This design comes from an exercise in tuning for small area, a short achievable clock period and few clock cycles per item on the open sky130 flow, not from production work. Function was checked by simulation only, so behaviour that the tests miss may differ from the original. Power and IR drop assume default switching activity.

// anim_stream_decoder
module anim_stream_decoder #(
    parameter NPIX = 4096
) (
    input  wire       clk,
    input  wire       rst,
    input  wire       in_valid,
    output wire       in_ready,
    input  wire [7:0] in_data,
    input  wire       in_last,
    output wire       o_valid,
    input  wire       o_ready,
    output wire [1:0] o_kind,     
    output wire [7:0] o_data,
    output wire       o_keep      
);
For scale: about 700 cells after synthesis, ~91 flip-flops, ~26 I/O pins, ~5600 um2 of cells after synthesis.
clock: 5.5 ns
lec_check: 0
abc_area: 1
cap_margin: 20
core_margin: 2
core_utilization: 60
setup_slack_margin: 3.3
slew_margin: 20
standard.sh (not shown) runs the stock make flow with config.mk's settings and CLKGATE_MAP_FILE= SYNTH_SCRIPT=/design/flow/synth_recipe.tcl, a recipe that flattens the netlist after the stock synthesis.
==> flow/flow/run.sh <==
#!/bin/bash
# The standard layout (the standard.sh: ORFS synthesis through finish),
# with two changes: the buffers ORFS puts on the input and output ports are
# sky130_fd_sc_hd__buf_2 cells instead of the default delay-cell buffers, and
# clock tree synthesis adds no dummy loads.
# make's full output goes to flow_make.log in the work folder; each ORFS step
# also writes its own log under orfs/logs/.
set -euo pipefail
cd "$(dirname "${BASH_SOURCE[0]}")/.."
bash standard.sh "BUFFER_PORTS_ARGS=-buffer_cell sky130_fd_sc_hd__buf_2" \
    "CTS_ARGS=-sink_clustering_enable -repair_clock_nets -dont_use_dummy_load" \
    finish > flow_make.log 2>&1
The baseline completed without violations.
Testbench counts at the start, summed over its fixed seeds: cycles 265,670, pixels 262,144.
Edit:
==> flow/run.sh (new file) <==
#!/bin/bash
# synth_recipe.tcl (not shown) runs the flow's synth.tcl, then flattens the netlist and writes it again
# the make line also repeats each setting of config.mk as NAME=value (left out here)
make -C /OpenROAD-flow-scripts/flow DESIGN_CONFIG=/design/flow/config.mk WORK_HOME=/design/flow/orfs CLKGATE_MAP_FILE= SYNTH_SCRIPT=/design/flow/synth_recipe.tcl finish
removed: flow/flow/run.sh
removed: flow/standard.sh
Outcome: Design area came out higher by 5.7%. Clock-buffer cell count goes up by 1. Worst hold slack got worse by 14 ps. Critical path depth goes up by 1.
Edit:
==> flow/flow/run.sh (new file) <==
#!/bin/bash
# The standard layout (the standard.sh: ORFS synthesis through finish),
# with one change: the buffers ORFS puts on the input and output ports are
# sky130_fd_sc_hd__buf_2 cells instead of the default delay-cell buffers.
# make's full output goes to flow_make.log in the work folder; each ORFS step
# also writes its own log under orfs/logs/.
set -euo pipefail
cd "$(dirname "${BASH_SOURCE[0]}")/.."
bash standard.sh "BUFFER_PORTS_ARGS=-buffer_cell sky130_fd_sc_hd__buf_2" finish > flow_make.log 2>&1
==> flow/standard.sh (new file) <==
#!/bin/bash
# synth_recipe.tcl (not shown) runs the flow's synth.tcl, then flattens the netlist and writes it again
# the make line also repeats each setting of config.mk as NAME=value (left out here)
make -C /OpenROAD-flow-scripts/flow DESIGN_CONFIG=/design/flow/config.mk WORK_HOME=/design/flow/orfs CLKGATE_MAP_FILE= SYNTH_SCRIPT=/design/flow/synth_recipe.tcl "${@:-finish}"
- SETUP_SLACK_MARGIN: 3.3 -> 3.35
removed: flow/run.sh
Clock power decreases by about a fifth. Power is lower by a few percent. Utilization drops by 2.3 points. Sequential share of layout area goes up by 1.3 points. Worst hold slack is about the same. Global-route usage rose by 0.34 points. Routed wire length went up by a few percent. Worst setup slack improved by 58 ps. Critical path depth shrinks by 1. Synthesized area is unchanged.
Edit:
- SETUP_SLACK_MARGIN: 3.35 -> 3.3
The new run produced a clean layout.
Critical path depth decreases by 5.
Wire length falls by 4.2%.
Hold slack gets better by 5.3 ps.
First-iteration DRC count drops by 1.5%.

========
Starting RTL as in the previous note.
clock: 5.5 ns
lec_check: 0
abc_area: 1
cap_margin: 20
core_margin: 2
core_utilization: 60
place_density: 0.85
setup_slack_margin: 3.3
slew_margin: 20
==> flow/flow/run.sh <==
#!/bin/bash
# The standard layout (the standard.sh: ORFS synthesis through finish),
# with one change: the buffers ORFS puts on the input and output ports are
# sky130_fd_sc_hd__buf_2 cells instead of the default delay-cell buffers.
# make's full output goes to flow_make.log in the work folder; each ORFS step
# also writes its own log under orfs/logs/.
set -euo pipefail
cd "$(dirname "${BASH_SOURCE[0]}")/.."
bash standard.sh "BUFFER_PORTS_ARGS=-buffer_cell sky130_fd_sc_hd__buf_2" finish > flow_make.log 2>&1
Testbench counts at the start, summed over its fixed seeds: cycles 265,670, pixels 262,144.
Edit:
CORE_UTILIZATION = 70   (was 60)
PLACE_DENSITY = unset   (was 0.85)
Critical path depth rises by 6.
Utilization rises by 14 points.
Cell count stays flat.
Fmax falls slightly.
Wire length rises by a few percent.
Non-clock buffer count rises by 8.
Total power rises by a few percent.
Final area rises slightly.
Register-to-register slack stays flat.
Edit:
CORE_UTILIZATION = 60   (was 70)
SETUP_SLACK_MARGIN = 3.2   (was 3.3)
Effect: The changed run finished with timing, DRC and antenna clean. Routed wire length falls by about 10%. Sequential share of layout area rises by 1.4 points. Synthesized area stays the same. Setup slack loses 0.0041 ns. Clock power stays flat. Via count drops by about 8%. Sequential power is about the same. Power went down by about 6%. Global-route usage went down by 4.5 points. Die area is higher by 16%. Count of clock-buffer cells in the layout falls by 1.
Edit:
PLACE_DENSITY = 0.7   (was unset)
SETUP_SLACK_MARGIN = 3.3   (was 3.2)
Result: The changed run went through all stages and came out clean. Sequential share of layout area drops by 0.86 points. Wire length climbs slightly. Combinational power climbs by a few percent. Clock skew drops by 0.0031 ns. Setup slack improves by 0.0075 ns. Synthesized area does not change. Sequential cell count stays the same. Utilization climbs by 1.5 points. Non-clock buffer count climbs by 4. Design area climbs by a few percent. Count of clock-buffer cells in the layout climbs by 1.

========
anim_stream_decoder again, from the RTL that the note above started with.
==> flow/config.mk <==
export PLATFORM = sky130hd
export DESIGN_NAME = anim_stream_decoder
export DESIGN_NICKNAME = anim_stream_decoder
export VERILOG_FILES = /design/flow/design.v
export SDC_FILE = /design/flow/constraint.sdc
export NUM_CORES = 4
export LEC_CHECK = 0
export ABC_AREA = 1
export CAP_MARGIN = 20
export CORE_MARGIN = 2
export CORE_UTILIZATION = 60
export SETUP_SLACK_MARGIN = 3.25
export SLEW_MARGIN = 20
==> flow/constraint.sdc <==
create_clock -name core_clock -period 5.5 [get_ports {clk}]
set_input_delay 1.1000 -clock core_clock [delete_from_list [all_inputs] [get_ports {clk}]]
set_output_delay 1.1000 -clock core_clock [all_outputs]
set_load 0.01 [all_outputs]
Scripts as last shown in full above: flow/flow/run.sh
The starting point completed with no timing, DRC or antenna violations.
Testbench counts at the start, summed over its fixed seeds: cycles 265,670, pixels 262,144.
Edit:
SETUP_SLACK_MARGIN = 3.45   (was 3.25)
The changed run went through all stages and came out clean.
Fmax increases by a few percent.
Routed wire length increases by a little under a tenth.
Via count increases by a few percent.
Flip-flop and latch count does not change.
Final area increases by roughly a tenth.
Sequential share of layout area decreases by 3.6 points.
Power increases by roughly a tenth.
Worst setup slack gets better by 0.065 ns.
Die area does not change.

## what the ideal ports hide
The results above use ideal ports. As a check the final layouts listed here were re-extracted and re-timed, cells and wires unchanged. Step 1, drivers: a clkbuf_16 drives clk and a buf_2 each remaining input, both assumed. Step 2, shift: input delay + t, output delay - t, t = (earliest + latest rising clock arrival at the registers) / 2. This alone moves slack from input paths to output paths. Slacks: ideal / step 1 / step 2; pairs: ideal / step 1.
| run | t, ns | setup WS [ns] | hold WS [ns] | worst register clock-pin slew, ns |
|---|---|---|---|---|
| the first run of note 1 | 0.382 | 3.260 / 3.257 / 2.875 | 0.535 / 0.535 / 0.535 | 0.09 / 0.09 |
| the second run of note 1 | 0.390 | 3.237 / 3.234 / 2.844 | 0.521 / 0.521 / 0.521 | 0.10 / 0.10 |
| the third run of note 1 | 0.401 | 3.294 / 3.290 / 2.889 | 0.522 / 0.522 / 0.522 | 0.10 / 0.10 |
| the fourth run of note 1 | 0.403 | 3.340 / 3.340 / 2.961 | 0.527 / 0.527 / 0.527 | 0.10 / 0.10 |
| the first run of note 2 | 0.408 | 3.287 / 3.287 / 2.890 | 0.525 / 0.525 / 0.525 | 0.11 / 0.11 |
| the second run of note 2 | 0.393 | 3.259 / 3.254 / 2.861 | 0.528 / 0.528 / 0.528 | 0.10 / 0.10 |
| the third run of note 2 | 0.398 | 3.255 / 3.271 / 2.872 | 0.525 / 0.525 / 0.525 | 0.10 / 0.10 |
| the fourth run of note 2 | 0.394 | 3.263 / 3.264 / 2.870 | 0.529 / 0.529 / 0.529 | 0.10 / 0.10 |
| the first run of note 3 | 0.389 | 3.198 / 3.198 / 2.813 | 0.527 / 0.527 / 0.527 | 0.10 / 0.10 |
| the second run of note 3 | 0.406 | 3.262 / 3.243 / 2.837 | 0.563 / 0.563 / 0.563 | 0.11 / 0.11 |
After both steps setup and hold are still met in every run listed. The setup slack of the second run of note 3, which loses most, moves by -0.019 ns with the drivers and by -0.425 ns with both steps.
